This design comes from an exercise in tuning for a short achievable clock period and few clock cycles on the open sky130 flow, not from production work.
The RTL was checked by simulation tests, not by an equivalence proof against the original design.
Power figures rest on the tool's default switching activity, not on a simulated workload.

$ cat flow/config.mk
export PLATFORM = sky130hd
export DESIGN_NAME = xasm_core
export DESIGN_NICKNAME = xasm_core
export VERILOG_FILES = /design/flow/design.v
export SDC_FILE = /design/flow/constraint.sdc
export NUM_CORES = 4
export LEC_CHECK = 0
export ABC_CLOCK_PERIOD_IN_PS = 3000
export CAP_MARGIN = 20
export CORE_MARGIN = 2
export CORE_UTILIZATION = 40
export SETUP_SLACK_MARGIN = 5
export SLEW_MARGIN = 20
export TNS_END_PERCENT = 5
$ cat flow/constraint.sdc
create_clock -name core_clock -period 10.0 [get_ports {clk}]
set_input_delay 2.0000 -clock core_clock [delete_from_list [all_inputs] [get_ports {clk}]]
set_output_delay 2.0000 -clock core_clock [all_outputs]
set_load 0.01 [all_outputs]
$ cat flow/design.v
module xasm_core (
    input  wire        clk,
    input  wire        rst,         
    input  wire        irq,
    output wire [15:0] mem_addr,
    output wire [15:0] mem_wdata,
    output wire        mem_we,
    input  wire [15:0] mem_rdata,
    output wire        halted,
    output wire [1:0]  halt_code,
    output wire        waiting
);
    localparam [1:0] M_A = 2'd0, M_B = 2'd1, M_C = 2'd2, M_D = 2'd3;
    localparam [1:0] HC_HALT = 2'd0, HC_ILLEGAL = 2'd1, HC_UNREACH = 2'd3;
    localparam FV = 0, FS = 1, FZ = 2, FC = 3;
    localparam [3:0] A_PASS = 4'd0, A_ADD = 4'd1, A_SUB = 4'd2, A_AND = 4'd3,
                     A_OR = 4'd4, A_XOR = 4'd5, A_ZERO = 4'd6, A_ASL = 4'd7,
                     A_ASR = 4'd8, A_LSR = 4'd9, A_ROL = 4'd10, A_ROR = 4'd11,
                     A_RLC = 4'd12, A_RRC = 4'd13, A_PASSD = 4'd14;
    localparam [3:0] S_DEC = 4'd0, S_SEXT = 4'd1, S_SW = 4'd2, S_SD = 4'd3,
                     S_DEXT = 4'd4, S_DW = 4'd5, S_DD = 4'd6, S_XW = 4'd7,
                     S_XD = 4'd8, S_XD2 = 4'd9, S_WAIT = 4'd10, S_INT2 = 4'd11,
                     S_WX = 4'd12;
    reg [15:0] R [0:15];
    reg [15:0] PC;           
    reg [15:0] SP;
    reg [3:0]  FLAG;
    reg [15:0] IR, SV, EA;
    reg [3:0]  st;
    reg        dinfl;        
    reg        pending, noint;
    reg        halted_r;
    reg [1:0]  code_r;
    reg [15:0] ADR, WD;
    reg        WE;
    reg [15:0] Q0, Q1, Q2;
    reg [1:0]  qn;
    reg        bf;           
    reg        af;           
    reg [15:0] FP;           
    reg        bb;           
    reg        lchk;         
    localparam P_C1 = 0, P_C2 = 1, P_C3 = 2, P_C4 = 3, P_ILL = 4, P_UNR = 5,
               P_HLT = 6, P_C2ALU = 7, P_JMP = 8, P_CALL = 9, P_PUSH = 10,
               P_POP = 11, P_NORD = 12, P_CMP = 13, P_ALU = 14, P_NEG = 18,
               P_INC1 = 19, P_KEEPCV = 20, P_CLR = 21, P_FLAGOP = 22,
               P_STKRD = 23, P_WAIT = 24, P_PUSHPC = 25, P_PUSHFL = 26,
               P_RETI = 27, P_POPFL = 28,
               P_RARITH = 29, P_RAND = 30, P_ROR = 31, P_RXOR = 32, P_RPS = 33,
               P_RPD = 34, P_RSHL = 35, P_RSHR = 36, P_SUBT = 37,
               P_LB = 38, P_HB = 40, PDW = 42;
    function [PDW-1:0] pdec(input [15:0] w);
        reg c1, c2, c3, c4, alu2;
        reg [3:0] o2;
        reg [4:0] o4;
        reg [3:0] aop;
        begin
            c1 = ~w[15];
            c2 = (w[15:13] == 3'b100);
            c3 = (w[15:13] == 3'b110);
            c4 = (w[15:13] == 3'b111);
            o2 = w[9:6];
            o4 = w[4:0];
            alu2 = c2 && o2 <= 4'd10;
            pdec = {PDW{1'b0}};
            pdec[P_C1] = c1;
            pdec[P_C2] = c2;
            pdec[P_C3] = c3;
            pdec[P_C4] = c4;
            pdec[P_ILL] = (c1 && w[14:12] == 3'd7) ||
                          (c2 && (w[12:10] != 3'd0 || o2 == 4'd15)) ||
                          (w[15:13] == 3'b101) ||
                          (c3 && w[12:11] != 2'd0) ||
                          (c4 && (w[12:5] != 8'd0 || o4 > 5'd18));
            pdec[P_UNR] = c1 && w[11:10] == M_D && w[5:4] == M_B;
            pdec[P_HLT] = c4 && o4 == 5'd13;
            pdec[P_C2ALU] = alu2;
            pdec[P_JMP]  = c2 && o2 == 4'd11;
            pdec[P_CALL] = c2 && o2 == 4'd12;
            pdec[P_PUSH] = c2 && o2 == 4'd13;
            pdec[P_POP]  = c2 && o2 == 4'd14;
            pdec[P_NORD] = (c1 && w[14:12] == 3'd0) || (c2 && o2 == 4'd0);
            pdec[P_CMP]  = c1 && w[14:12] == 3'd3;
            aop = A_PASSD;
            if (c1) begin
                case (w[14:12])
                    3'd0: aop = A_PASS;
                    3'd1: aop = A_ADD;
                    3'd2, 3'd3: aop = A_SUB;
                    3'd4: aop = A_AND;
                    3'd5: aop = A_OR;
                    default: aop = A_XOR;
                endcase
            end else if (alu2) begin
                case (o2)
                    4'd0: aop = A_ZERO;
                    4'd1: aop = A_SUB;
                    4'd2: aop = A_ADD;
                    4'd3: aop = A_SUB;
                    4'd4: aop = A_ASL;
                    4'd5: aop = A_ASR;
                    4'd6: aop = A_LSR;
                    4'd7: aop = A_ROL;
                    4'd8: aop = A_ROR;
                    4'd9: aop = A_RLC;
                    default: aop = A_RRC;
                endcase
            end
            pdec[P_ALU+3:P_ALU] = aop;
            pdec[P_RARITH] = (aop == A_ADD) || (aop == A_SUB);
            pdec[P_SUBT]   = (aop == A_SUB);
            pdec[P_RAND]   = (aop == A_AND);
            pdec[P_ROR]    = (aop == A_OR);
            pdec[P_RXOR]   = (aop == A_XOR);
            pdec[P_RPS]    = (aop == A_PASS);
            pdec[P_RPD]    = (aop == A_PASSD);
            pdec[P_RSHL]   = (aop == A_ASL) || (aop == A_ROL) || (aop == A_RLC);
            pdec[P_RSHR]   = (aop == A_ASR) || (aop == A_LSR) || (aop == A_ROR) || (aop == A_RRC);
            pdec[P_LB+1:P_LB] = (aop == A_ROL) ? 2'd1 : (aop == A_RLC) ? 2'd3 : 2'd0;
            pdec[P_HB+1:P_HB] = (aop == A_ASR) ? 2'd1 : (aop == A_ROR) ? 2'd2 :
                                (aop == A_RRC) ? 2'd3 : 2'd0;
            pdec[P_NEG]  = c2 && o2 == 4'd1;
            pdec[P_INC1] = c2 && (o2 == 4'd2 || o2 == 4'd3);
            pdec[P_KEEPCV] = c1 && (w[14:12] == 3'd0 || w[14]);
            pdec[P_CLR]  = c2 && o2 == 4'd0;
            pdec[P_FLAGOP] = c4 && o4 <= 5'd10;
            pdec[P_STKRD]  = c4 && (o4 == 5'd11 || o4 == 5'd12 || o4 == 5'd16 || o4 == 5'd18);
            pdec[P_WAIT]   = c4 && o4 == 5'd14;
            pdec[P_PUSHPC] = c4 && o4 == 5'd15;
            pdec[P_PUSHFL] = c4 && o4 == 5'd17;
            pdec[P_RETI]   = c4 && o4 == 5'd12;
            pdec[P_POPFL]  = c4 && o4 == 5'd18;
        end
    endfunction
    reg [PDW-1:0] pq, pi;
    reg           q0v;                   
    reg           is_dec, is_sext, is_sd, is_dext, is_dd, is_xd;    
    wire             dec = is_dec;
    wire [15:0]      I   = dec ? Q0 : IR;
    wire [PDW-1:0]   f   = dec ? pq : pi;
    wire        cls1 = f[P_C1];
    wire        cls2 = f[P_C2];
    wire        cls3 = f[P_C3];
    wire        cls4 = f[P_C4];
    wire [1:0]  mas  = I[11:10];
    wire [1:0]  mad  = I[5:4];
    wire [3:0]  rd   = I[3:0];
    wire is_cmp  = f[P_CMP];
    wire c2_alu  = f[P_C2ALU];
    wire c2_jmp  = f[P_JMP];
    wire c2_call = f[P_CALL];
    wire c2_push = f[P_PUSH];
    wire c2_pop  = f[P_POP];
    wire nord    = f[P_NORD];
    wire [15:0] RrsQ = R[Q0[9:6]];
    wire [15:0] RrdQ = R[Q0[3:0]];
    wire [15:0] RrsI = R[IR[9:6]];
    wire [15:0] RrdI = R[IR[3:0]];
    wire [15:0] Rrs = dec ? RrsQ : RrsI;
    wire [15:0] Rrd = dec ? RrdQ : RrdI;
    wire [15:0] PCp2 = PC + 16'd2;
    wire [15:0] PCp4 = PC + 16'd4;
    wire [15:0] rdp2 = mem_rdata + 16'd2;
    wire [15:0] SPm2 = SP - 16'd2;
    wire [15:0] SPp2 = SP + 16'd2;
    wire [15:0] dEA  = EA - PC + 16'd1;
    wire [15:0] dSP  = SP - PC - 16'd1;
    wire smc_E = (dEA < 16'd11);
    wire smc_S = (dSP < 16'd11);
    reg [15:0] opD, opS, opD2;
    always @(*) begin
        if (is_dd)        opD = mem_rdata;
        else if (is_dext) opD = Q0;
        else              opD = Rrd;
        if (is_dd)        opD2 = rdp2;
        else if (is_dext) opD2 = Q0 + 16'd2;
        else              opD2 = Rrd + 16'd2;
        if (is_dec)       opS = RrsQ;
        else if (is_sext) opS = Q0;
        else if (is_sd)   opS = mem_rdata;
        else              opS = SV;
    end
    function [16:0] ks16(input [15:0] a, input [15:0] b, input cin);
        reg [15:0] g, p, G, P, Gn, Pn;
        integer i, d;
        begin
            g = a & b; p = a ^ b;
            G = g; P = p;
            G[0] = g[0] | (p[0] & cin);
            for (d = 1; d < 16; d = d * 2) begin
                Gn = G; Pn = P;
                for (i = 0; i < 16; i = i + 1)
                    if (i >= d) begin
                        Gn[i] = G[i] | (P[i] & G[i-d]);
                        Pn[i] = P[i] & P[i-d];
                    end
                G = Gn; P = Pn;
            end
            ks16[0] = p[0] ^ cin;
            for (i = 1; i < 16; i = i + 1) ks16[i] = p[i] ^ G[i-1];
            ks16[16] = G[15];
        end
    endfunction
    wire [15:0] alu_a  = f[P_NEG] ? 16'h0000 : opD;
    wire [15:0] alu_b0 = f[P_NEG] ? opD : f[P_INC1] ? 16'h0001 : opS;
    wire [15:0] alu_b  = alu_b0 ^ {16{f[P_SUBT]}};
    wire [16:0] sum    = ks16(alu_a, alu_b, f[P_SUBT]);
    wire        ar_v   = ~(alu_a[15] ^ alu_b[15]) & (sum[15] ^ alu_a[15]);
    reg lb, hb;
    always @(*) begin
        case (f[P_LB+1:P_LB])
            2'd1: lb = opD[15];
            2'd3: lb = FLAG[FC];
            default: lb = 1'b0;
        endcase
        case (f[P_HB+1:P_HB])
            2'd1: hb = opD[15];
            2'd2: hb = opD[0];
            2'd3: hb = FLAG[FC];
            default: hb = 1'b0;
        endcase
    end
    wire [15:0] alu_r = ({16{f[P_RARITH]}} & sum[15:0]) |
                        ({16{f[P_RAND]}}   & (opD & opS)) |
                        ({16{f[P_ROR]}}    & (opD | opS)) |
                        ({16{f[P_RXOR]}}   & (opD ^ opS)) |
                        ({16{f[P_RPS]}}    & opS) |
                        ({16{f[P_RPD]}}    & opD) |
                        ({16{f[P_RSHL]}}   & {opD[14:0], lb}) |
                        ({16{f[P_RSHR]}}   & {hb, opD[15:1]});
    wire [3:0] ex_flag;
    assign ex_flag[FZ] = ~|alu_r;
    assign ex_flag[FS] = alu_r[15];
    assign ex_flag[FC] = f[P_RARITH] ? sum[16] : f[P_RSHL] ? opD[15] :
                         f[P_RSHR] ? opD[0] : FLAG[FC];
    assign ex_flag[FV] = f[P_RARITH] ? ar_v : FLAG[FV];
    reg cond;
    always @(*) begin
        case (I[10:8])
            3'd0: cond = 1'b1;
            3'd1: cond = ~FLAG[FZ];
            3'd2: cond =  FLAG[FZ];
            3'd3: cond = ~FLAG[FS];
            3'd4: cond =  FLAG[FC];
            3'd5: cond = ~FLAG[FC];
            3'd6: cond =  FLAG[FV];
            default: cond = ~FLAG[FV];
        endcase
    end
    reg [3:0]  st_n;
    reg [15:0] IR_n, SV_n, EA_n, SP_n;
    reg [PDW-1:0] pi_n;
    reg [3:0]  FLAG_n;
    reg        dinfl_n, pend_n, noint_n, halt_n;
    reg [1:0]  code_n;
    reg        cons;                 
    reg        rf_we;
    reg [3:0]  rf_wa;
    reg [15:0] rf_wd;
    reg        brd, bwr;             
    reg [15:0] baddr, bwdata;
    reg        bsmc;                 
    reg        redir;
    reg        early;        
    reg [15:0] tgt, tgt2;       
    task do_ex_q(input [15:0] wa, input wsmc);
        begin
            if (pq[P_C1] || pq[P_C2ALU]) begin
                FLAG_n = ex_flag;
                if (!pq[P_CMP]) begin
                    if (Q0[5:4] == M_B) begin
                        rf_we = 1'b1; rf_wa = Q0[3:0]; rf_wd = alu_r;
                    end else begin
                        bwr = 1'b1; baddr = wa; bwdata = alu_r; bsmc = wsmc;
                    end
                end
            end else if (pq[P_JMP]) begin
                redir = 1'b1; early = 1'b1; tgt = opD; tgt2 = opD2;
            end else if (pq[P_CALL]) begin
                early = 1'b1;
                bwr = 1'b1; baddr = SPm2; bwdata = cons ? PCp2 : PC; bsmc = smc_S;
                SP_n = SPm2;
                redir = 1'b1; tgt = opD; tgt2 = opD2;
            end else begin  
                bwr = 1'b1; baddr = SPm2; bwdata = opD; bsmc = smc_S;
                SP_n = SPm2;
            end
            st_n = S_DEC;
        end
    endtask
    task dst_start_q;
        begin
            case (Q0[5:4])
                M_B: begin
                    if (pq[P_POP]) begin
                        brd = 1'b1; baddr = SP; SP_n = SPp2; st_n = S_DW;
                    end else
                        do_ex_q(16'h0000, 1'b0);
                end
                M_C: begin
                    EA_n = RrdQ;
                    if (pq[P_NORD]) st_n = S_WX;
                    else begin
                        brd = 1'b1;
                        if (pq[P_POP]) begin baddr = SP; SP_n = SPp2; end
                        else baddr = RrdQ;
                        st_n = S_DW;
                    end
                end
                default: st_n = S_DEXT;
            endcase
        end
    endtask
    task do_ex_i(input [15:0] wa, input wsmc);
        begin
            if (pi[P_C1] || pi[P_C2ALU]) begin
                FLAG_n = ex_flag;
                if (!pi[P_CMP]) begin
                    if (IR[5:4] == M_B) begin
                        rf_we = 1'b1; rf_wa = IR[3:0]; rf_wd = alu_r;
                    end else begin
                        bwr = 1'b1; baddr = wa; bwdata = alu_r; bsmc = wsmc;
                    end
                end
            end else if (pi[P_JMP]) begin
                redir = 1'b1; early = 1'b1; tgt = opD; tgt2 = opD2;
            end else if (pi[P_CALL]) begin
                early = 1'b1;
                bwr = 1'b1; baddr = SPm2; bwdata = cons ? PCp2 : PC; bsmc = smc_S;
                SP_n = SPm2;
                redir = 1'b1; tgt = opD; tgt2 = opD2;
            end else begin  
                bwr = 1'b1; baddr = SPm2; bwdata = opD; bsmc = smc_S;
                SP_n = SPm2;
            end
            st_n = S_DEC;
        end
    endtask
    task dst_start_i;
        begin
            case (IR[5:4])
                M_B: begin
                    if (pi[P_POP]) begin
                        brd = 1'b1; baddr = SP; SP_n = SPp2; st_n = S_DW;
                    end else
                        do_ex_i(16'h0000, 1'b0);
                end
                M_C: begin
                    EA_n = RrdI;
                    if (pi[P_NORD]) st_n = S_WX;
                    else begin
                        brd = 1'b1;
                        if (pi[P_POP]) begin baddr = SP; SP_n = SPp2; end
                        else baddr = RrdI;
                        st_n = S_DW;
                    end
                end
                default: st_n = S_DEXT;
            endcase
        end
    endtask
    task int_entry;
        begin
            bwr = 1'b1; baddr = SPm2; bwdata = {12'h000, FLAG}; bsmc = smc_S;
            SP_n = SPm2;
            st_n = S_INT2;
        end
    endtask
    always @(*) begin
        st_n = st; IR_n = IR; pi_n = pi; SV_n = SV; EA_n = EA; SP_n = SP; FLAG_n = FLAG;
        dinfl_n = dinfl; pend_n = pending; noint_n = noint; halt_n = halted_r;
        code_n = code_r;
        cons = 1'b0;
        rf_we = 1'b0; rf_wa = IR[3:0]; rf_wd = alu_r;
        brd = 1'b0; bwr = 1'b0; baddr = SP; bwdata = alu_r; bsmc = 1'b0;
        redir = 1'b0; early = 1'b0; tgt = opD; tgt2 = opD2;
        if (!halted_r) begin
            case (st)
            S_DEC: begin
                if (pending && !noint) begin
                    int_entry();
                end else if (q0v) begin
                    if (pq[P_ILL]) begin
                        halt_n = 1'b1; code_n = HC_ILLEGAL;
                    end else if (pq[P_UNR]) begin
                        halt_n = 1'b1; code_n = HC_UNREACH;
                    end else if (pq[P_HLT]) begin
                        halt_n = 1'b1; code_n = HC_HALT;
                    end else begin
                        cons = 1'b1;
                        IR_n = Q0;
                        pi_n = pq;
                        noint_n = 1'b0;
                        if (pq[P_C1]) begin
                            SV_n = RrsQ;
                            case (Q0[11:10])
                                M_B: dst_start_q();
                                M_C: begin brd = 1'b1; baddr = RrsQ; st_n = S_SW; end
                                default: st_n = S_SEXT;
                            endcase
                        end else if (pq[P_C2]) begin
                            dst_start_q();
                        end else if (pq[P_C3]) begin
                            if (cond) begin
                                redir = 1'b1; early = 1'b1;
                                tgt = PCp2 + {{8{Q0[7]}}, Q0[7:0]};
                                tgt2 = PCp4 + {{8{Q0[7]}}, Q0[7:0]};
                            end
                        end else begin
                            if (pq[P_FLAGOP]) begin
                                case (Q0[3:0])
                                    4'd0:  FLAG_n[FC] = 1'b0;
                                    4'd1:  FLAG_n[FV] = 1'b0;
                                    4'd2:  FLAG_n[FZ] = 1'b0;
                                    4'd3:  FLAG_n[FS] = 1'b0;
                                    4'd4:  FLAG_n[FC] = 1'b1;
                                    4'd5:  FLAG_n[FV] = 1'b1;
                                    4'd6:  FLAG_n[FZ] = 1'b1;
                                    4'd7:  FLAG_n[FS] = 1'b1;
                                    4'd8:  FLAG_n = 4'b0000;
                                    4'd9:  FLAG_n = 4'b1111;
                                    default: ;   
                                endcase
                            end
                            if (pq[P_STKRD]) begin
                                brd = 1'b1; baddr = SP; SP_n = SPp2; st_n = S_XW;
                            end
                            if (pq[P_WAIT]) st_n = S_WAIT;
                            if (pq[P_PUSHPC]) begin
                                bwr = 1'b1; baddr = SPm2; bwdata = PCp2; bsmc = smc_S;
                                SP_n = SPm2;
                            end
                            if (pq[P_PUSHFL]) begin
                                bwr = 1'b1; baddr = SPm2; bwdata = {12'h000, FLAG}; bsmc = smc_S;
                                SP_n = SPm2;
                            end
                        end
                    end
                end
            end
            S_SEXT: if (q0v) begin
                cons = 1'b1;
                if (IR[11:10] == M_A) begin
                    SV_n = Q0;
                    dst_start_i();
                end else begin
                    brd = 1'b1; baddr = RrsI + Q0; st_n = S_SW;
                end
            end
            S_SW: begin
                st_n = S_SD;
                dinfl_n = 1'b0;
                if (IR[5:4] == M_C) begin
                    brd = ~pi[P_NORD]; baddr = RrdI; EA_n = RrdI; dinfl_n = 1'b1;
                end else if (IR[5:4] == M_D && q0v) begin
                    cons = 1'b1;
                    brd = ~pi[P_NORD]; baddr = RrdI + Q0; EA_n = RrdI + Q0; dinfl_n = 1'b1;
                end
            end
            S_SD: begin
                SV_n = mem_rdata;
                if (IR[5:4] == M_B) do_ex_i(16'h0000, 1'b0);
                else if (dinfl && pi[P_NORD]) do_ex_i(EA, smc_E);
                else if (dinfl) st_n = S_DD;
                else st_n = S_DEXT;
            end
            S_DEXT: if (q0v) begin
                cons = 1'b1;
                if (IR[5:4] == M_A) begin
                    if (pi[P_POP]) begin
                        EA_n = PC;
                        brd = 1'b1; baddr = SP; SP_n = SPp2; st_n = S_DW;
                    end else
                        do_ex_i(PC, 1'b0);
                end else begin
                    EA_n = RrdI + Q0;
                    if (pi[P_NORD]) st_n = S_WX;
                    else begin
                        brd = 1'b1;
                        if (pi[P_POP]) begin baddr = SP; SP_n = SPp2; end
                        else baddr = RrdI + Q0;
                        st_n = S_DW;
                    end
                end
            end
            S_DW: st_n = S_DD;
            S_WX: do_ex_i(EA, smc_E);
            S_DD: begin
                if (pi[P_POP]) begin
                    if (IR[5:4] == M_B) begin
                        rf_we = 1'b1; rf_wa = IR[3:0]; rf_wd = mem_rdata;
                    end else begin
                        bwr = 1'b1; baddr = EA; bwdata = mem_rdata; bsmc = smc_E;
                    end
                    st_n = S_DEC;
                end else
                    do_ex_i(EA, smc_E);
            end
            S_XW: begin
                if (pi[P_RETI]) begin
                    brd = 1'b1; baddr = SP; SP_n = SPp2;
                end
                st_n = S_XD;
            end
            S_XD: begin
                if (pi[P_POPFL]) begin
                    FLAG_n = mem_rdata[3:0];
                    st_n = S_DEC;
                end else begin
                    redir = 1'b1; early = 1'b1; tgt = mem_rdata; tgt2 = rdp2;
                    st_n = pi[P_RETI] ? S_XD2 : S_DEC;
                end
            end
            S_XD2: begin
                FLAG_n = mem_rdata[3:0];
                pend_n = 1'b0;
                st_n = S_DEC;
            end
            S_WAIT: if (pending) int_entry();
            S_INT2: begin
                bwr = 1'b1; baddr = SPm2; bwdata = PC; bsmc = smc_S;
                SP_n = SPm2;
                redir = 1'b1; tgt = 16'd1000; tgt2 = 16'd1002;
                noint_n = 1'b1;
                st_n = S_DEC;
            end
            default: st_n = S_DEC;
            endcase
        end
        if (irq) pend_n = 1'b1;
    end
    wire        int_take = pending & ~noint;
    wire        dec_go = is_dec & q0v & ~int_take & ~pq[P_ILL] & ~pq[P_UNR] & ~pq[P_HLT];
    wire        e_dec  = dec_go & ((pq[P_C3] & cond) |
                                   ((pq[P_JMP] | pq[P_CALL]) & (Q0[5:4] == M_B)));
    wire        e_dext = is_dext & q0v & (pi[P_JMP] | pi[P_CALL]) & (IR[5:4] == M_A);
    wire        e_dd   = is_dd & (pi[P_JMP] | pi[P_CALL]);
    wire        e_xd   = is_xd & ~pi[P_POPFL];
    wire        ered   = (e_dec | e_dext | e_dd | e_xd) & ~bb & ~halted_r;
    wire [15:0] brtgt  = PCp2 + {{8{Q0[7]}}, Q0[7:0]};
    wire [15:0] brtgt2 = PCp4 + {{8{Q0[7]}}, Q0[7:0]};
    wire [15:0] tgt_e  = is_dec ? (pq[P_C3] ? brtgt : RrdQ) : is_dext ? Q0 : mem_rdata;
    wire [15:0] tgt2_e = is_dec ? (pq[P_C3] ? brtgt2 : RrdQ + 16'd2) : is_dext ? Q0 + 16'd2 : rdp2;
    wire        lflush = lchk & WE & ((ADR - PC + 16'd1) < 16'd11);
    wire        flush = redir | (bwr & bsmc) | lflush;
    wire [15:0] PC_n  = redir ? tgt : (cons ? PCp2 : PC);
    wire [1:0]  qc    = qn - {1'b0, cons};
    wire        arr   = af & ~flush;
    wire [1:0]  qn_n  = flush ? 2'd0 : qc + {1'b0, arr};
    wire        bf_keep = (bf & ~flush) | ered;
    wire        breq  = brd | bwr;
    wire        fi    = ~breq & ~halted_r & ({1'b0, qn_n} + {2'b0, bf_keep} <= 3'd2);
    wire [15:0] FPc   = bf ? ADR + 16'd2 : FP;
    wire [15:0] fa    = ered ? tgt2_e : flush ? PC_n : FPc;
    reg [15:0] Q0_n, Q1_n, Q2_n;
    always @(*) begin
        if (cons) begin Q0_n = Q1; Q1_n = Q2; Q2_n = Q2; end
        else      begin Q0_n = Q0; Q1_n = Q1; Q2_n = Q2; end
        if (af) begin
            case (qc)
                2'd0: Q0_n = mem_rdata;
                2'd1: Q1_n = mem_rdata;
                default: Q2_n = mem_rdata;
            endcase
        end
    end
    wire [PDW-1:0] pd_rd = pdec(mem_rdata);
    wire [PDW-1:0] pd_q1 = pdec(Q1);
    wire [PDW-1:0] pq_n  = (af && qc == 2'd0) ? pd_rd : cons ? pd_q1 : pq;
    integer i;
    always @(posedge clk) begin
        if (rst) begin
            for (i = 0; i < 16; i = i + 1) R[i] <= 16'h0000;
            PC <= 16'h0000; SP <= 16'h0000; FLAG <= 4'h0;
            IR <= 16'h0000; SV <= 16'h0000; EA <= 16'h0000;
            pq <= {PDW{1'b0}}; pi <= {PDW{1'b0}}; q0v <= 1'b0;
            is_dec <= 1'b1; is_sext <= 1'b0; is_sd <= 1'b0; is_dext <= 1'b0; is_dd <= 1'b0; is_xd <= 1'b0;
            st <= S_DEC; dinfl <= 1'b0; pending <= 1'b0; noint <= 1'b0;
            halted_r <= 1'b0; code_r <= HC_HALT;
            ADR <= 16'h0000; WD <= 16'h0000; WE <= 1'b0;
            Q0 <= 16'h0000; Q1 <= 16'h0000; Q2 <= 16'h0000; qn <= 2'd0;
            bf <= 1'b1; af <= 1'b0; FP <= 16'd2;
            bb <= 1'b0; lchk <= 1'b0;
        end else begin
            if (rf_we) R[rf_wa] <= rf_wd;
            PC <= PC_n; SP <= SP_n; FLAG <= FLAG_n;
            IR <= IR_n; SV <= SV_n; EA <= EA_n;
            pq <= pq_n; pi <= pi_n; q0v <= (qn_n != 2'd0);
            is_dec <= (st_n == S_DEC); is_sext <= (st_n == S_SEXT); is_sd <= (st_n == S_SD);
            is_dext <= (st_n == S_DEXT); is_dd <= (st_n == S_DD);
            is_xd <= (st_n == S_XD);
            st <= st_n; dinfl <= dinfl_n; pending <= pend_n; noint <= noint_n;
            halted_r <= halt_n; code_r <= code_n;
            WE <= bwr;
            if (bwr) WD <= bwdata;
            if (breq) ADR <= baddr;
            else if (fi) ADR <= fa;
            Q0 <= Q0_n; Q1 <= Q1_n; Q2 <= Q2_n; qn <= qn_n;
            bf <= fi; af <= bf_keep;
            if (!fi) FP <= fa;
            bb <= breq;
            lchk <= ered & bwr;
        end
    end
    assign mem_addr  = ered ? tgt_e : ADR;
    assign mem_wdata = WD;
    assign mem_we    = WE & ~rst;
    assign halted    = halted_r;
    assign halt_code = code_r;
    assign waiting   = ~halted_r & (st == S_WAIT) & ~pending;
endmodule
$ cat flow/run.sh
#!/bin/bash
# synth_recipe.tcl (not shown) runs the flow's synth.tcl, then flattens the netlist and writes it again
# the make line also repeats each setting of config.mk as NAME=value (left out here)
make -C /OpenROAD-flow-scripts/flow DESIGN_CONFIG=/design/flow/config.mk WORK_HOME=/design/flow/orfs CLKGATE_MAP_FILE= SYNTH_SCRIPT=/design/flow/synth_recipe.tcl finish
==> results of run 1 <==
[critical path: stages]
cell	delay, ns
clkdlybuf4s50_1	0.40
buf_4	0.20
a21boi_0	1.02
nor2_1	0.18
a21oi_4	0.21
o21ai_1	0.08
buf_2	0.16
[cell type report]
type                       count  area [um^2]  area share, %
antenna                       11         27.5         0.0427
timing repair buffer         688         6520           10.1
multi-input combinational   5311        39400           61.1
clock buffer                  91         1960           3.05
inverter                     183          748           1.16
tap                         1755         2200           3.41
clock inverter                40          465          0.722
sequential                   525        13200           20.4
[sequential cells by signal, indices dropped and copies added, names as in the netlist, 2 cells and up, named ones only]
signal,flops
SV,16
R,256
EA,16
SP,15
Q1,16
ADR,16
IR,12
FP,16
pi,24
qn,2
Q0,16
code_r,2
FLAG,4
WD,16
st,4
PC,16
pq,34
Q2,16
[cells in the final DEF (no fill, tap or decap), drive strengths merged, types with 69 or more instances in the layout]
cell type / n
a211oi: 112
buf: 635
a22oi: 88
nor3: 155
a221oi: 94
dfxtp: 269
mux2i: 134
o21ai: 516
xnor2: 160
o211ai: 81
a21oi: 561
ha: 220
mux4: 268
a311oi: 69
nand3: 132
inv: 167
a31oi: 94
edfxtp: 256
nand2: 716
nor2: 830
o22ai: 79
clkbuf: 97
[power breakdown]
group / internal [uW] / leakage, uW / switching (uW) / total, uW
clock network: 1540 / 0.00118 / 1190 / 2730
registers: 2630 / 0.00486 / 660 / 3290
logic: 7010 / 0.0170 / 13500 / 20500
total: 11200 / 0.0230 / 15300 / 26500
[worst min-delay path by stage]
stage | to | slack (ns) | cells past startpoint | start
after floorplan | FP[11]$_SDFFE_PP0N_ | 0.43 | 2 | FP[11]$_SDFFE_PP0N_
after detailed placement | FP[3]$_SDFFE_PP0N_ | 0.44 | 2 | FP[3]$_SDFFE_PP0N_
after global placement | register | 0.43 | 2 | IR[6]$_SDFFE_PP0P_
after global routing | pi[28]$_SDFFE_PP0P_ | 0.47 | 2 | pq[28]$_SDFFE_PP0P_
after CTS | FP[3]$_SDFFE_PP0N_ | 0.45 | 2 | FP[3]$_SDFFE_PP0N_
final | Q2[14]$_SDFFE_PP0P_ | 0.45 | 2 | Q2[14]$_SDFFE_PP0P_
[kinds of logic after synthesis]
logic type / after synthesis
simple gates: 2222
compound gates: 2191
buf+inv: 757
flops: 525
mux: 446
fa+ha+maj: 229
xor+xnor: 218
[per-layer routing]
layer  wire length, um  global-route usage (%)
met4             34100                    36.6
met5               243                       0
met3             54200                    20.2
met2            137000                    67.9
met1            121000                    59.8
[per-stage QoR]
stage / cells / utilization (%) / total power [uW]
2_1_floorplan: 6588 / - / 12800
3_3_place_gp: 8141 / 42.8 / 19500
3_5_place_dp: 8142 / 42.9 / 19500
4_1_cts: 8455 / 47.4 / 23800
5_1_grt: 8593 / 49.0 / 26900
6_report: 8604 / 49.0 / 26500
[repair_timing]
action / 4_1_cts / 5_1_grt
setup endpoints to repair: 669 / 663
pin swaps: 67 / 100
endpoints found under the hold margin: 0 / 0
cloned: 10 / 6
hold buffers: 0 / 0
resized for setup: 415 / 212
buffers inserted: 172 / 132
==> impl_metrics.py, run 1 <==
metrics = {
    "die": {
        "die_h_um": 368,
        "rows": 133,
        "initial_utilization_pct": 40.3,
        "ios": 56,
        "die_area_um2": 135000,
        "core-area_um2": 131000,
        "die_x_um": 368,
    },
    "sta": {
        "clock_skew_ns": 0.0480,
        "fin_tns_setup_ns": 0,
        "fin_ws_ns": 3.73,
        "hold_ws_ns": 0.452,
        "min_period_ns": 6.27,
        "rsz0062_at_grt": "yes",
        "slew_viol_final": 0,
        "max_slew.worst_pin.slew_ns": 1.32,
        "fmax_mhz": 159,
        "relSlewSlack_pct": 11.1,
        "period_share_pct": 62.7,
        "setup_viol": 0,
        "hold_viol": 0,
    },
    "detailed_routing": {
        "routed_wirelength_um": 346000,
        "drt_iter0_markers": 11400,
        "postRouteAntennaNets": 0,
        "dr.pass1.iters": 9,
        "via_per_inst": 7.36,
        "vias": 63300,
        "wl_per_cell_um": 40.3,
        "drc": 0,
    },
    "clock_tree": {
        "clockBufferDepth": 3,
        "cts_buffers": 71,
        "cts-root-buf": "clkbuf_16",
        "cts_tree": "done",
        "worstSkewPairLatency_ns": 0.73,
        "cts.sinks": 525,
        "clk_pin_slew_ns": 0.06,
        "htree_levels": 3,
    },
    "setup_path": {
        "endpoint_kind": "output port",
        "r2r-end": "WD[4]$_SDFFE_PP0P_",
        "critPathLaunchType": "input pin",
        "r2r_cells": 20,
        "worstPathArrival_ns": 4.27,
        "timing.rr.start": "is_dec$_SDFF_PP1_",
        "crit_fanout": 10,
        "r2r_slack_ns": 4.13,
        "cp.required_ns": 8.00,
        "critPathKind": "input pin to output port",
        "critPathCapture": "mem_addr[14]",
        "crit_start": "mem_rdata[14]",
    },
    "yosys": {
        "synth_mux_area_share_pct": 14.9,
        "yosys_register_bits": 525,
        "synth_top_family_by_area": "compound AO/OA/AOI/OAI gates",
        "synthArstFlopShare_pct": 0,
        "synthTopCellsByArea": "edfxtp_1, mux4_2, dfxtp_1",
        "yosysUniqueCellTypes": 102,
        "yosysWarnings": 1,
        "synth_most_common_cell": "nor2_1",
        "synth_fa_ha_area_share_pct": 5.51,
        "synth_common_cells": "nor2_1, nand2_1, a21oi_1",
        "yosysSeqAreaShare_pct": 24.7,
        "synthesis.area_um2": 53000,
        "synth-simple-area-share_pct": 18.7,
        "synth_top_area_share_pct": 14.5,
        "synthFlopType": "dfxtp_1",
        "synth_compound_area_share_pct": 27.1,
        "syn_area_per_cell_um2": 8.04,
        "synth_edf_count": 256,
        "synthXorXnorAreaFrac_pct": 3.60,
        "synth_nets": 6835,
        "synthCells": 6588,
        "yosys.area.top_type": "edfxtp_1",
    },
    "place": {
        "port_buffers": 55,
        "dpl-instance-area_um2": 56400,
        "place.gp.congestion": 1.11,
        "pre_cts_ws_ns": 2.47,
        "dp_hpwl_um": 242000,
    },
    "global_route": {
        "overflow": 0,
        "grt_pass1_vias": 56800,
        "antenna_found_initial": 25,
        "grt_max_degree": 59,
        "grt_pass1_wl_um": 467000,
        "grt_usage_pct": 48.8,
    },
    "power_and_ir_drop": {
        "peakVddDrop_mv": 0.228,
        "p_per_area_nw_per_um2": 411,
        "power.leakage_uw": 0.0230,
    },
    "final_layout": {
        "syn_to_final_growth_pct": 21.6,
        "num-fill-cells": 12700,
        "stdcell_area_um2": 64400,
        "drive_gt1_share_pct": 22.3,
        "final_nets": 7027,
    },
    "run_status": {
        "status": "complete, no violations",
    },
    "run": {
        "drv_cap": 0,
    },
    "min_path": {
        "hold_path_class": "register to register",
    },
}
Testbench counts, summed over its fixed seeds: cycles 237,505.
==> run 2: changes to the inputs <==
--- a/flow/design.v
+++ b/flow/design.v
@@ -41,4 +41,26 @@
     reg        bb;           
     reg        lchk;         
+    reg        lsmc_r;       
+    function [16:0] ks16(input [15:0] a, input [15:0] b, input cin);
+        reg [15:0] g, p, G, P, Gn, Pn;
+        integer i, d;
+        begin
+            g = a & b; p = a ^ b;
+            G = g; P = p;
+            G[0] = g[0] | (p[0] & cin);
+            for (d = 1; d < 16; d = d * 2) begin
+                Gn = G; Pn = P;
+                for (i = 0; i < 16; i = i + 1)
+                    if (i >= d) begin
+                        Gn[i] = G[i] | (P[i] & G[i-d]);
+                        Pn[i] = P[i] & P[i-d];
+                    end
+                G = Gn; P = Pn;
+            end
+            ks16[0] = p[0] ^ cin;
+            for (i = 1; i < 16; i = i + 1) ks16[i] = p[i] ^ G[i-1];
+            ks16[16] = G[15];
+        end
+    endfunction
     localparam P_C1 = 0, P_C2 = 1, P_C3 = 2, P_C4 = 3, P_ILL = 4, P_UNR = 5,
                P_HLT = 6, P_C2ALU = 7, P_JMP = 8, P_CALL = 9, P_PUSH = 10,
@@ -159,8 +181,15 @@
     wire [15:0] Rrs = dec ? RrsQ : RrsI;
     wire [15:0] Rrd = dec ? RrdQ : RrdI;
-    wire [15:0] PCp2 = PC + 16'd2;
-    wire [15:0] PCp4 = PC + 16'd4;
+    reg  [15:0] PCp2;        
+    reg  [15:0] brt;         
+    reg         smc_r;       
+    reg         is_sw;       
+    wire [15:0] PCp4 = PCp2 + 16'd2;
     wire [15:0] rdp2 = mem_rdata + 16'd2;
     wire [15:0] SPm2 = SP - 16'd2;
+    wire [16:0] addS_w = ks16(RrsI, Q0, 1'b0);
+    wire [16:0] addD_w = ks16(RrdI, Q0, 1'b0);
+    wire [15:0] addS = addS_w[15:0];       
+    wire [15:0] addD = addD_w[15:0];       
     wire [15:0] SPp2 = SP + 16'd2;
     wire [15:0] dEA  = EA - PC + 16'd1;
@@ -168,40 +197,33 @@
     wire smc_E = (dEA < 16'd11);
     wire smc_S = (dSP < 16'd11);
+    wire       d_rrd = ~is_dd & ~is_dext;     
     reg [15:0] opD, opS, opD2;
     always @(*) begin
-        if (is_dd)        opD = mem_rdata;
-        else if (is_dext) opD = Q0;
-        else              opD = Rrd;
+        opD = ({16{is_dd}} & mem_rdata) | ({16{is_dext}} & Q0) |
+              ({16{d_rrd & is_dec}} & RrdQ) | ({16{d_rrd & ~is_dec}} & RrdI);
         if (is_dd)        opD2 = rdp2;
         else if (is_dext) opD2 = Q0 + 16'd2;
         else              opD2 = Rrd + 16'd2;
-        if (is_dec)       opS = RrsQ;
-        else if (is_sext) opS = Q0;
-        else if (is_sd)   opS = mem_rdata;
-        else              opS = SV;
+        opS = ({16{is_dec}} & RrsQ) | ({16{is_sext}} & Q0) | ({16{is_sd}} & mem_rdata) |
+              ({16{~is_dec & ~is_sext & ~is_sd}} & SV);
     end
-    function [16:0] ks16(input [15:0] a, input [15:0] b, input cin);
-        reg [15:0] g, p, G, P, Gn, Pn;
-        integer i, d;
-        begin
-            g = a & b; p = a ^ b;
-            G = g; P = p;
-            G[0] = g[0] | (p[0] & cin);
-            for (d = 1; d < 16; d = d * 2) begin
-                Gn = G; Pn = P;
-                for (i = 0; i < 16; i = i + 1)
-                    if (i >= d) begin
-                        Gn[i] = G[i] | (P[i] & G[i-d]);
-                        Pn[i] = P[i] & P[i-d];
-                    end
-                G = Gn; P = Pn;
-            end
-            ks16[0] = p[0] ^ cin;
-            for (i = 1; i < 16; i = i + 1) ks16[i] = p[i] ^ G[i-1];
-            ks16[16] = G[15];
-        end
-    endfunction
-    wire [15:0] alu_a  = f[P_NEG] ? 16'h0000 : opD;
-    wire [15:0] alu_b0 = f[P_NEG] ? opD : f[P_INC1] ? 16'h0001 : opS;
+    wire        neg    = f[P_NEG];
+    wire        inc1   = f[P_INC1];
+    wire        a_rrdq = ~neg & d_rrd & is_dec;
+    wire        a_rrdi = ~neg & d_rrd & ~is_dec;
+    wire        a_rd   = ~neg & is_dd;
+    wire        a_q0   = ~neg & is_dext;
+    wire        s_sel  = ~neg & ~inc1;              
+    wire        b_rrsq = s_sel & is_dec;
+    wire        b_q0   = (s_sel & is_sext) | (neg & is_dext);
+    wire        b_rd   = (s_sel & is_sd) | (neg & is_dd);
+    wire        b_sv   = s_sel & ~is_dec & ~is_sext & ~is_sd;
+    wire        b_rrdq = neg & d_rrd & is_dec;
+    wire        b_rrdi = neg & d_rrd & ~is_dec;
+    wire [15:0] alu_a  = ({16{a_rrdq}} & RrdQ) | ({16{a_rrdi}} & RrdI) |
+                         ({16{a_rd}} & mem_rdata) | ({16{a_q0}} & Q0);
+    wire [15:0] alu_b0 = ({16{b_rrsq}} & RrsQ) | ({16{b_q0}} & Q0) | ({16{b_rd}} & mem_rdata) |
+                         ({16{b_sv}} & SV) | ({16{b_rrdq}} & RrdQ) | ({16{b_rrdi}} & RrdI) |
+                         {15'd0, inc1};
     wire [15:0] alu_b  = alu_b0 ^ {16{f[P_SUBT]}};
     wire [16:0] sum    = ks16(alu_a, alu_b, f[P_SUBT]);
@@ -380,5 +402,5 @@
                 if (pending && !noint) begin
                     int_entry();
-                end else if (q0v) begin
+                end else if (q0v && !smc_r && !lsmc_r) begin
                     if (pq[P_ILL]) begin
                         halt_n = 1'b1; code_n = HC_ILLEGAL;
@@ -404,6 +426,6 @@
                             if (cond) begin
                                 redir = 1'b1; early = 1'b1;
-                                tgt = PCp2 + {{8{Q0[7]}}, Q0[7:0]};
-                                tgt2 = PCp4 + {{8{Q0[7]}}, Q0[7:0]};
+                                tgt = brt;
+                                tgt2 = brt + 16'd2;
                             end
                         end else begin
@@ -445,5 +467,5 @@
                     dst_start_i();
                 end else begin
-                    brd = 1'b1; baddr = RrsI + Q0; st_n = S_SW;
+                    brd = 1'b1; baddr = addS; st_n = S_SW;
                 end
             end
@@ -455,5 +477,5 @@
                 end else if (IR[5:4] == M_D && q0v) begin
                     cons = 1'b1;
-                    brd = ~pi[P_NORD]; baddr = RrdI + Q0; EA_n = RrdI + Q0; dinfl_n = 1'b1;
+                    brd = ~pi[P_NORD]; baddr = addD; EA_n = addD; dinfl_n = 1'b1;
                 end
             end
@@ -474,10 +496,10 @@
                         do_ex_i(PC, 1'b0);
                 end else begin
-                    EA_n = RrdI + Q0;
+                    EA_n = addD;
                     if (pi[P_NORD]) st_n = S_WX;
                     else begin
                         brd = 1'b1;
                         if (pi[P_POP]) begin baddr = SP; SP_n = SPp2; end
-                        else baddr = RrdI + Q0;
+                        else baddr = addD;
                         st_n = S_DW;
                     end
@@ -489,7 +511,7 @@
                 if (pi[P_POP]) begin
                     if (IR[5:4] == M_B) begin
-                        rf_we = 1'b1; rf_wa = IR[3:0]; rf_wd = mem_rdata;
+                        rf_we = 1'b1; rf_wa = IR[3:0];
                     end else begin
-                        bwr = 1'b1; baddr = EA; bwdata = mem_rdata; bsmc = smc_E;
+                        bwr = 1'b1; baddr = EA; bwdata = alu_r; bsmc = smc_E;
                     end
                     st_n = S_DEC;
@@ -531,5 +553,5 @@
     end
     wire        int_take = pending & ~noint;
-    wire        dec_go = is_dec & q0v & ~int_take & ~pq[P_ILL] & ~pq[P_UNR] & ~pq[P_HLT];
+    wire        dec_go = is_dec & q0v & ~smc_r & ~lsmc_r & ~int_take & ~pq[P_ILL] & ~pq[P_UNR] & ~pq[P_HLT];
     wire        e_dec  = dec_go & ((pq[P_C3] & cond) |
                                    ((pq[P_JMP] | pq[P_CALL]) & (Q0[5:4] == M_B)));
@@ -538,12 +560,13 @@
     wire        e_xd   = is_xd & ~pi[P_POPFL];
     wire        ered   = (e_dec | e_dext | e_dd | e_xd) & ~bb & ~halted_r;
-    wire [15:0] brtgt  = PCp2 + {{8{Q0[7]}}, Q0[7:0]};
-    wire [15:0] brtgt2 = PCp4 + {{8{Q0[7]}}, Q0[7:0]};
+    wire [15:0] brtgt  = brt;
+    wire [15:0] brtgt2 = brt + 16'd2;
     wire [15:0] tgt_e  = is_dec ? (pq[P_C3] ? brtgt : RrdQ) : is_dext ? Q0 : mem_rdata;
     wire [15:0] tgt2_e = is_dec ? (pq[P_C3] ? brtgt2 : RrdQ + 16'd2) : is_dext ? Q0 + 16'd2 : rdp2;
-    wire        lflush = lchk & WE & ((ADR - PC + 16'd1) < 16'd11);
-    wire        flush = redir | (bwr & bsmc) | lflush;
-    wire [15:0] PC_n  = redir ? tgt : (cons ? PCp2 : PC);
-    wire [1:0]  qc    = qn - {1'b0, cons};
+    wire        flush = redir | smc_r | lsmc_r;
+    wire        cons_f = ~halted_r & ((dec_go) | ((is_sext | is_dext) & q0v) |
+                                      (is_sw & (IR[5:4] == M_D) & q0v));
+    wire [15:0] PC_n  = redir ? tgt : (cons_f ? PCp2 : PC);
+    wire [1:0]  qc    = qn - {1'b0, cons_f};
     wire        arr   = af & ~flush;
     wire [1:0]  qn_n  = flush ? 2'd0 : qc + {1'b0, arr};
@@ -555,5 +578,5 @@
     reg [15:0] Q0_n, Q1_n, Q2_n;
     always @(*) begin
-        if (cons) begin Q0_n = Q1; Q1_n = Q2; Q2_n = Q2; end
+        if (cons_f) begin Q0_n = Q1; Q1_n = Q2; Q2_n = Q2; end
         else      begin Q0_n = Q0; Q1_n = Q1; Q2_n = Q2; end
         if (af) begin
@@ -567,10 +590,13 @@
     wire [PDW-1:0] pd_rd = pdec(mem_rdata);
     wire [PDW-1:0] pd_q1 = pdec(Q1);
-    wire [PDW-1:0] pq_n  = (af && qc == 2'd0) ? pd_rd : cons ? pd_q1 : pq;
+    wire [PDW-1:0] pq_n  = (af && qc == 2'd0) ? pd_rd : cons_f ? pd_q1 : pq;
+    wire [16:0] brt_rd_w = ks16(cons_f ? PCp4 : PCp2, {{8{mem_rdata[7]}}, mem_rdata[7:0]}, 1'b0);
+    wire [16:0] brt_q1_w = ks16(PCp4, {{8{Q1[7]}}, Q1[7:0]}, 1'b0);
+    wire [15:0] brt_n = (af && qc == 2'd0) ? brt_rd_w[15:0] : cons_f ? brt_q1_w[15:0] : brt;
     integer i;
     always @(posedge clk) begin
         if (rst) begin
             for (i = 0; i < 16; i = i + 1) R[i] <= 16'h0000;
-            PC <= 16'h0000; SP <= 16'h0000; FLAG <= 4'h0;
+            PC <= 16'h0000; PCp2 <= 16'h0002; brt <= 16'h0000; smc_r <= 1'b0; is_sw <= 1'b0; SP <= 16'h0000; FLAG <= 4'h0;
             IR <= 16'h0000; SV <= 16'h0000; EA <= 16'h0000;
             pq <= {PDW{1'b0}}; pi <= {PDW{1'b0}}; q0v <= 1'b0;
@@ -581,8 +607,12 @@
             Q0 <= 16'h0000; Q1 <= 16'h0000; Q2 <= 16'h0000; qn <= 2'd0;
             bf <= 1'b1; af <= 1'b0; FP <= 16'd2;
-            bb <= 1'b0; lchk <= 1'b0;
+            bb <= 1'b0; lchk <= 1'b0; lsmc_r <= 1'b0;
         end else begin
             if (rf_we) R[rf_wa] <= rf_wd;
             PC <= PC_n; SP <= SP_n; FLAG <= FLAG_n;
+            PCp2 <= redir ? tgt2 : (cons_f ? PCp4 : PCp2);
+            brt <= brt_n;
+            smc_r <= bwr & bsmc;
+            is_sw <= (st_n == S_SW);
             IR <= IR_n; SV <= SV_n; EA <= EA_n;
             pq <= pq_n; pi <= pi_n; q0v <= (qn_n != 2'd0);
@@ -601,4 +631,5 @@
             bb <= breq;
             lchk <= ered & bwr;
+            lsmc_r <= lchk & WE & ((ADR - PC + 16'd1) < 16'd11);
         end
     end
--- a/flow/config.mk
+++ b/flow/config.mk
@@ -12,3 +12,2 @@
 export SETUP_SLACK_MARGIN = 5
 export SLEW_MARGIN = 20
-export TNS_END_PERCENT = 5
==> impl_metrics.py, run 2 <==
metrics = {
    "clock_tree": {
        "clk_pin_slew_ns": 0.06,
        "cts-root-buf": "clkbuf_16",
        "cts_buffers": 73,
        "worstSkewPairLatency_ns": 0.74,
        "cts.sinks": 560,
        "htree_levels": 3,
        "cts_tree": "done",
        "clockBufferDepth": 3,
    },
    "place": {
        "port_buffers": 55,
        "place.gp.congestion": 1.07,
        "pre_cts_ws_ns": 2.59,
        "dp_hpwl_um": 250000,
        "dpl-instance-area_um2": 58400,
    },
    "setup_path": {
        "endpoint_kind": "output port",
        "r2r-end": "FLAG[2]$_SDFFE_PP0P_",
        "cp_common_cell": "buf_12",
        "worstPathArrival_ns": 3.58,
        "crit_slowest_cell": "dfxtp_4",
        "timing.rr.start": "Q0[1]$_SDFF_PP0_",
        "crit_fanout": 5,
        "critPathCapture": "mem_addr[6]",
        "r2r_cells": 24,
        "crit_start": "is_dec$_SDFF_PP1_",
        "critPathLaunchType": "register",
        "cp.required_ns": 8.00,
        "crit_path_cell_trace": "buf_12 -> mux2i_4 -> mux2i_2 -> xnor2_2 -> a21oi_2 -> nand2_2 -> a21oi_4 -> o21ai_4 -> buf_12 -> buf_8 -> buf_6 -> a211oi_4 -> a21o_1 -> buf_2",
        "r2r_slack_ns": 4.54,
        "critPathKind": "register to output port",
        "worst_path_largest_cell_delay_ns": 0.40,
    },
    "final_layout": {
        "final_nets": 7319,
        "num-fill-cells": 13000,
        "seq_area_um2": 13800,
        "final_common_cell": "nor2_1",
        "stdcell_area_um2": 68900,
        "top_regs": "R x256, pq x34, pi x24",
        "multiInputGateArea_um2": 41300,
        "final_cell_mix": "nor2_1, nand2_1, a21oi_1, buf_4, o21ai_0",
        "drive_gt1_share_pct": 24.0,
        "syn_to_final_growth_pct": 25.2,
        "top_register": "R",
        "largest_reg_flops": 256,
    },
    "yosys": {
        "synthCells": 6836,
        "synthTopCellsByArea": "edfxtp_1, mux4_2, dfxtp_1",
        "synth_top_family_by_area": "compound AO/OA/AOI/OAI gates",
        "synth-simple-area-share_pct": 19.0,
        "synth_edf_count": 256,
        "yosysSeqAreaShare_pct": 25.0,
        "synthXorXnorAreaFrac_pct": 4.53,
        "yosysWarnings": 1,
        "synth_fa_ha_area_share_pct": 5.19,
        "synth_compound_area_share_pct": 25.7,
        "synth_top_area_share_pct": 14.0,
        "synthFlopType": "dfxtp_1",
        "yosys_register_bits": 560,
        "yosys.area.top_type": "edfxtp_1",
        "synth_common_cells": "nor2_1, nand2_1, a21oi_1",
        "synthesis.area_um2": 55000,
        "synthArstFlopShare_pct": 0,
        "synth_nets": 7077,
        "synth_mux_area_share_pct": 14.8,
        "yosysUniqueCellTypes": 108,
        "syn_area_per_cell_um2": 8.05,
        "synth_most_common_cell": "nor2_1",
    },
    "sta": {
        "fin_tns_setup_ns": 0,
        "fmax_mhz": 179,
        "hold_viol": 0,
        "fin_ws_ns": 4.42,
        "rsz0062_at_grt": "yes",
        "setup_viol": 0,
        "min_period_ns": 5.58,
        "relSlewSlack_pct": 16.9,
        "max_slew.worst_pin.slew_ns": 1.24,
        "period_share_pct": 55.8,
        "hold_ws_ns": 0.450,
        "slew_viol_final": 0,
        "clock_skew_ns": 0.0394,
    },
    "run": {
        "drv_cap": 0,
    },
    "detailed_routing": {
        "routed_wirelength_um": 368000,
        "drc": 0,
        "wl_per_cell_um": 41.1,
        "postRouteAntennaNets": 0,
        "vias": 65700,
        "drt_iter0_markers": 12300,
        "dr.pass1.iters": 10,
        "via_per_inst": 7.34,
    },
    "die": {
        "rows": 136,
        "die_x_um": 375,
        "die_area_um2": 141000,
        "die_h_um": 375,
        "initial_utilization_pct": 40.2,
        "ios": 56,
        "core-area_um2": 137000,
    },
    "global_route": {
        "grt_max_degree": 55,
        "grt_pass1_vias": 59100,
        "grt_pass1_wl_um": 496000,
        "grt_usage_pct": 50.3,
        "overflow": 0,
        "antenna_found_initial": 29,
    },
    "run_status": {
        "status": "complete, no violations",
    },
    "power_and_ir_drop": {
        "p_per_area_nw_per_um2": 461,
        "power.leakage_uw": 0.0247,
        "peakVddDrop_mv": 0.301,
    },
    "min_path": {
        "hold_path_class": "register to register",
    },
}
[run 2: repair_timing]
| item | 4_1_cts | 5_1_grt |
|---|---|---|
| cloned | 25 | 15 |
| pin swaps | 97 | 154 |
| setup buffers | 239 | 122 |
| hold buffers | 0 | 0 |
| gates resized for setup | 613 | 369 |
| endpoints found under the setup margin | 664 | 397 |
[run 2: routing by layer]
metal  vias to the layer above  track usage, %  routed length [um]
met5                         -               0                 169
met4                        24            37.0               36300
met3                      1670            21.6               58500
met2                      6089            68.8              144000
met1                     31700            62.4              130000
li1                      26200               -                   -
[run 2: layout make-up]
cell class / instances / area share (%)
flip-flops and latches: 560 / 20.1
clock buffers: 99 / 2.86
inverters: 171 / 1.01
multi-input cells: 5489 / 59.9
clock inverters: 36 / 0.728
diodes: 18 / 0.0653
repair buffers: 783 / 12.1
well taps: 1794 / 3.26
[run 2: through the flow]
stage | std cells | utilization, % | total power, uW
final | 8950 | 50.3 | 31800
after global routing | 8932 | 50.3 | 32100
after CTS | 8795 | 48.2 | 28100
after detailed placement | 8396 | 42.6 | 22200
after global placement | 8395 | 42.6 | 22200
after floorplan | 6836 | - | 14300
[run 2: logic make-up after synthesis]
group,after synthesis
buf+inv,791
simple gates,2371
xor+xnor,285
flops,560
fa+ha+maj,224
compound gates,2150
mux,455
[run 2: critical path, delay by kind of cell, from the launching register on]
kind	cells	cell delay [ns]
buffers and inverters	5	0.67
AO/OA/AOI/OAI	5	1.06
XOR/XNOR	1	0.10
flip-flops	1	0.40
AND/OR/NAND/NOR	1	0.10
multiplexers	2	0.52
[run 2: worst min path at each step]
stage                       start                  to  slack [ns]  cells after the start
2_1_floorplan  FP[0]$_SDFFE_PP0N_  FP[0]$_SDFFE_PP0N_        0.43                      2
3_3_place_gp   FP[6]$_SDFFE_PP0N_  FP[6]$_SDFFE_PP0N_        0.43                      2
3_5_place_dp   FP[0]$_SDFFE_PP0N_  FP[0]$_SDFFE_PP0N_        0.44                      2
4_1_cts        FP[0]$_SDFFE_PP0N_  FP[0]$_SDFFE_PP0N_        0.45                      2
5_1_grt        FP[0]$_SDFFE_PP0N_  FP[0]$_SDFFE_PP0N_        0.48                      2
6_report       FP[0]$_SDFFE_PP0N_  FP[0]$_SDFFE_PP0N_        0.45                      2
[run 2: where the power goes]
part           total [uW]  internal, uW  switching, uW
clock                2850          1590           1260
sequential           3690          2840            850
combinational       25300          8900          16400
Testbench counts of run 2, summed over its fixed seeds: cycles 237,505.
==> run 3: changes to the inputs <==
--- a/flow/design.v
+++ b/flow/design.v
@@ -157,5 +157,5 @@
     reg [PDW-1:0] pq, pi;
     reg           q0v;                   
-    reg           is_dec, is_sext, is_sd, is_dext, is_dd, is_xd;    
+    reg           is_dec, is_sext, is_sd, is_dext, is_dd, is_xd, is_wait, is_int2;    
     wire             dec = is_dec;
     wire [15:0]      I   = dec ? Q0 : IR;
@@ -243,6 +243,5 @@
         endcase
     end
-    wire [15:0] alu_r = ({16{f[P_RARITH]}} & sum[15:0]) |
-                        ({16{f[P_RAND]}}   & (opD & opS)) |
+    wire [15:0] alu_ro =  ({16{f[P_RAND]}}   & (opD & opS)) |
                         ({16{f[P_ROR]}}    & (opD | opS)) |
                         ({16{f[P_RXOR]}}   & (opD ^ opS)) |
@@ -251,6 +250,10 @@
                         ({16{f[P_RSHL]}}   & {opD[14:0], lb}) |
                         ({16{f[P_RSHR]}}   & {hb, opD[15:1]});
+    wire [15:0] alu_r  = ({16{f[P_RARITH]}} & sum[15:0]) | alu_ro;
     wire [3:0] ex_flag;
-    assign ex_flag[FZ] = ~|alu_r;
+    wire [15:0] alu_p  = alu_a ^ alu_b;
+    wire [15:0] alu_k  = {alu_a[14:0] | alu_b[14:0], f[P_SUBT]};
+    wire        z_sum  = &(alu_p ~^ alu_k);
+    assign ex_flag[FZ] = f[P_RARITH] ? z_sum : ~|alu_ro;
     assign ex_flag[FS] = alu_r[15];
     assign ex_flag[FC] = f[P_RARITH] ? sum[16] : f[P_RSHL] ? opD[15] :
@@ -594,4 +597,9 @@
     wire [16:0] brt_q1_w = ks16(PCp4, {{8{Q1[7]}}, Q1[7:0]}, 1'b0);
     wire [15:0] brt_n = (af && qc == 2'd0) ? brt_rd_w[15:0] : cons_f ? brt_q1_w[15:0] : brt;
+    wire        wd_flag = (is_dec & (int_take | pq[P_PUSHFL])) | (is_wait & pending);
+    wire        wd_pc   = is_int2 | (is_dd & pi[P_CALL]);
+    wire        wd_pc2  = (is_dec & (pq[P_PUSHPC] | pq[P_CALL])) | (is_dext & pi[P_CALL]);
+    wire [15:0] wd_alt  = wd_flag ? {12'h000, FLAG} : wd_pc ? PC : PCp2;
+    wire [15:0] wd_n    = (wd_flag | wd_pc | wd_pc2) ? wd_alt : alu_r;
     integer i;
     always @(posedge clk) begin
@@ -601,5 +609,5 @@
             IR <= 16'h0000; SV <= 16'h0000; EA <= 16'h0000;
             pq <= {PDW{1'b0}}; pi <= {PDW{1'b0}}; q0v <= 1'b0;
-            is_dec <= 1'b1; is_sext <= 1'b0; is_sd <= 1'b0; is_dext <= 1'b0; is_dd <= 1'b0; is_xd <= 1'b0;
+            is_dec <= 1'b1; is_sext <= 1'b0; is_sd <= 1'b0; is_dext <= 1'b0; is_dd <= 1'b0; is_xd <= 1'b0; is_wait <= 1'b0; is_int2 <= 1'b0;
             st <= S_DEC; dinfl <= 1'b0; pending <= 1'b0; noint <= 1'b0;
             halted_r <= 1'b0; code_r <= HC_HALT;
@@ -619,9 +627,9 @@
             is_dec <= (st_n == S_DEC); is_sext <= (st_n == S_SEXT); is_sd <= (st_n == S_SD);
             is_dext <= (st_n == S_DEXT); is_dd <= (st_n == S_DD);
-            is_xd <= (st_n == S_XD);
+            is_xd <= (st_n == S_XD); is_wait <= (st_n == S_WAIT); is_int2 <= (st_n == S_INT2);
             st <= st_n; dinfl <= dinfl_n; pending <= pend_n; noint <= noint_n;
             halted_r <= halt_n; code_r <= code_n;
             WE <= bwr;
-            if (bwr) WD <= bwdata;
+            WD <= wd_n;
             if (breq) ADR <= baddr;
             else if (fi) ADR <= fa;
--- a/flow/config.mk
+++ b/flow/config.mk
@@ -7,7 +7,7 @@
 export LEC_CHECK = 0
 export ABC_CLOCK_PERIOD_IN_PS = 3000
-export CAP_MARGIN = 20
+export CAP_MARGIN = 30
 export CORE_MARGIN = 2
 export CORE_UTILIZATION = 40
 export SETUP_SLACK_MARGIN = 5
-export SLEW_MARGIN = 20
+export SLEW_MARGIN = 35
==> impl_metrics.py, run 3 <==
metrics = {
    "run_status": {
        "status": "complete, no violations",
    },
    "clock_tree": {
        "htree_levels": 3,
        "clk_pin_slew_ns": 0.06,
        "cts-root-buf": "clkbuf_16",
        "clockBufferDepth": 3,
        "cts_tree": "done",
        "cts_buffers": 72,
        "worstSkewPairLatency_ns": 0.75,
        "holdBufCountCts": 0,
        "cts.sinks": 562,
    },
    "place": {
        "place.gp.congestion": 1.10,
        "placed_cells": 8051,
        "dp_hpwl_um": 207000,
        "port_buffers": 55,
        "pre_cts_ws_ns": 3.13,
    },
    "final_layout": {
        "multiInputGateArea_um2": 39000,
        "syn_to_final_growth_pct": 20.1,
        "seq_area_um2": 13900,
        "drive_gt1_share_pct": 20.6,
        "final_common_cell": "nor2_1",
        "final_nets": 6866,
        "top_regs": "R x256, pq x34, pi x24",
        "final_cell_mix": "nor2_1, nand2_1, a21oi_1, buf_4, o21ai_0",
        "final_cells": 8443,
        "top_register": "R",
        "num-fill-cells": 12800,
        "largest_reg_flops": 256,
    },
    "yosys": {
        "synth_nets": 6827,
        "syn_area_per_cell_um2": 8.18,
        "yosysWarnings": 1,
        "yosysSeqAreaShare_pct": 25.7,
        "synth_top_area_share_pct": 14.3,
        "synthCells": 6571,
        "synthFlopType": "dfxtp_1",
        "synthesis.area_um2": 53700,
        "synthArstFlopShare_pct": 0,
        "synthTopCellsByArea": "edfxtp_1, mux4_2, dfxtp_1",
        "yosys.area.top_type": "edfxtp_1",
        "synth_edf_count": 256,
        "yosysUniqueCellTypes": 100,
        "synth_common_cells": "nor2_1, nand2_1, a21oi_1",
        "synth_most_common_cell": "nor2_1",
        "yosys_register_bits": 562,
    },
    "detailed_routing": {
        "vias": 61100,
        "wl_per_cell_um": 37.3,
        "postRouteAntennaNets": 0,
        "dr.pass1.iters": 12,
        "drt_iter0_markers": 11900,
        "drc": 0,
        "routed_wirelength_um": 315000,
        "via_per_inst": 7.24,
    },
    "sta": {
        "fin_tns_setup_ns": 0,
        "slew_viol_final": 0,
        "period_share_pct": 55.1,
        "fmax_mhz": 182,
        "hold_viol": 0,
        "relSlewSlack_pct": 15.3,
        "fin_ws_ns": 4.49,
        "hold_ws_ns": 0.450,
        "setup_viol": 0,
        "rsz0062_at_grt": "yes",
        "min_period_ns": 5.51,
        "clock_skew_ns": 0.0562,
        "max_slew.worst_pin.slew_ns": 1.24,
    },
    "min_path": {
        "min_path_cells": 2,
        "hp-start": "FP[6]$_SDFFE_PP0N_",
        "hold_end": "FP[6]$_SDFFE_PP0N_",
        "hold_path_class": "register to register",
    },
    "power_and_ir_drop": {
        "p_per_area_nw_per_um2": 420,
        "power.leakage_uw": 0.0228,
        "peakVddDrop_mv": 0.241,
    },
    "setup_path": {
        "crit_slowest_cell": "mux4_2",
        "r2r_cells": 23,
        "worstPathArrival_ns": 3.51,
        "critPathLaunchType": "register",
        "crit_buf_inv": 5,
        "cp.required_ns": 8.00,
        "worst_path_largest_cell_delay_ns": 0.68,
        "timing.rr.start": "Q0[0]$_SDFF_PP0_",
        "r2r-end": "R[7][14]$_SDFFCE_PN0P_",
        "endpoint_kind": "output port",
        "path_delay_family": "multiplexers",
        "crit_fanout": 7,
        "r2r_slack_ns": 4.55,
        "critPathKind": "register to output port",
        "crit_path_cell_trace": "buf_12 -> buf_12 -> buf_16 -> mux4_2 -> mux4_2 -> inv_2 -> o21ai_2 -> a21oi_2 -> o21ai_2 -> buf_2",
    },
    "global_route": {
        "grt_pass1_wl_um": 429000,
        "overflow": 0,
        "grt_max_degree": 144,
        "grt_pass1_vias": 54900,
        "antenna_found_initial": 20,
        "grt_usage_pct": 43.9,
    },
    "die": {
        "initial_utilization_pct": 40.3,
        "rows": 134,
        "die_x_um": 370,
        "core-area_um2": 133000,
        "die_area_um2": 137000,
        "ios": 56,
        "die_h_um": 370,
    },
    "run": {
        "drv_cap": 0,
    },
}
[run 3: cell count changes after synthesis, moves of 25 or more]
| cell | before | now |
|---|---|---|
| a21oi_1 | 595 | 507 |
| o21ai_0 | 456 | 379 |
| nor2_1 | 914 | 870 |
| inv_1 | 157 | 200 |
| o22ai_1 | 82 | 50 |
| a22oi_1 | 100 | 72 |
| nand2b_1 | 81 | 56 |
[run 3: area by class of cell]
class,count,share of cell area [%]
well taps,1768,3.43
repair inverters,1,0.0136
flip-flops and latches,562,21.5
clock buffers,90,3.01
multi-input cells,5210,60.4
inverters,209,1.30
clock inverters,39,0.921
repair buffers,554,9.37
diodes,10,0.0388
[run 3: tightest hold or removal path, stage by stage, from the launching register on]
cell and delay, ns:
dfxtp_1 0.31, nand2_1 0.05, a21oi_1 0.05
[run 3: report_power, final]
part | total (uW) | internal (uW) | switching (uW)
clock | 2930 | 1680 | 1240
sequential | 3580 | 2830 | 750
combinational | 20600 | 7120 | 13500
[run 3: worst max path at each step]
stage | from | end | depth (start not counted)
floorplan | mem_rdata[1] | R[0][14]$_SDFFCE_PN0P_ | 19
global placement | q0v$_SDFF_PP0_ | brt[15]$_SDFFE_PP0P_ | 21
detailed placement | q0v$_SDFF_PP0_ | brt[15]$_SDFFE_PP0P_ | 21
CTS | Q0[0]$_SDFF_PP0_ | mem_addr[9] | 10
global route | Q0[0]$_SDFF_PP0_ | R[7][14]$_SDFFCE_PN0P_ | 23
finish | Q0[0]$_SDFF_PP0_ | mem_addr[9] | 10
[run 3: kinds of logic (layout without fill, tap and decap cells)]
kind of cell / count (synthesis) / after routing / share of synthesized area [%]
multiplexers: 449 / 449 / 15.3
adder cells (fa/ha/maj): 239 / 239 / 5.67
AND/OR/NAND/NOR: 2295 / 2295 / 18.8
buffers and inverters: 801 / 893 / 5.84
XOR/XNOR: 291 / 291 / 4.74
AO/OA/AOI/OAI: 1934 / 1936 / 23.9
other: 0 / 10 / 0
flip-flops: 562 / 562 / 25.7
[run 3: what timing repair did]
item | 4_1_cts | 5_1_grt
pin swaps | 66 | 82
setup endpoints to repair | 658 | 421
setup buffers | 113 | 104
resized for setup | 392 | 326
cloned | 25 | 10
[run 3: through the flow]
step	area, um^2	util (%)	total power (uW)
global route	64500	48.3	27600
CTS	61900	46.4	24100
floorplan	53900	-	13500
finish	64500	48.3	27100
global placement	56300	42.2	19600
detailed placement	56400	42.3	19700
[run 3: routing by layer]
metal | global-route usage [%] | vias to the layer above | part of all wire [%]
met5 | 1.08 | - | 0.20
met3 | 19.0 | 1524 | 16
met4 | 30.7 | 26 | 9.3
met2 | 60.1 | 5564 | 39
li1 | - | 24700 | -
met1 | 55.0 | 29300 | 35
Testbench counts of run 3, summed over its fixed seeds: cycles 237,505.

[static timing again, ports no longer ideal]
In the flow no input, the clock included, has a driving cell. The finished layouts below were timed again as built, in two steps.
Step 1: set_driving_cell puts a clkbuf_16 on clk and a buf_2 on each other input, an assumption about the parent block.
Step 2 times the ports against the registers' clock, not the clock port: input delays grow and output delays shrink by t, the midpoint of the rising clock arrivals with the driver on.
a / b / c = no drivers / after step 1 / after step 2; a / b = the first two.
run	shift t [ns]	setup slack, ns	worst hold slack (ns)
run 1	0.782	3.727 / 3.705 / 3.443	0.452 / 0.452 / 0.452
run 2	0.806	4.417 / 4.330 / 3.852	0.450 / 0.450 / 0.450
run 3	0.805	4.490 / 4.409 / 3.950	0.450 / 0.450 / 0.450
After both steps setup and hold are still met in every run listed. The setup slack of run 2, which loses most, moves by -0.087 ns with the drivers and by -0.565 ns with both steps.
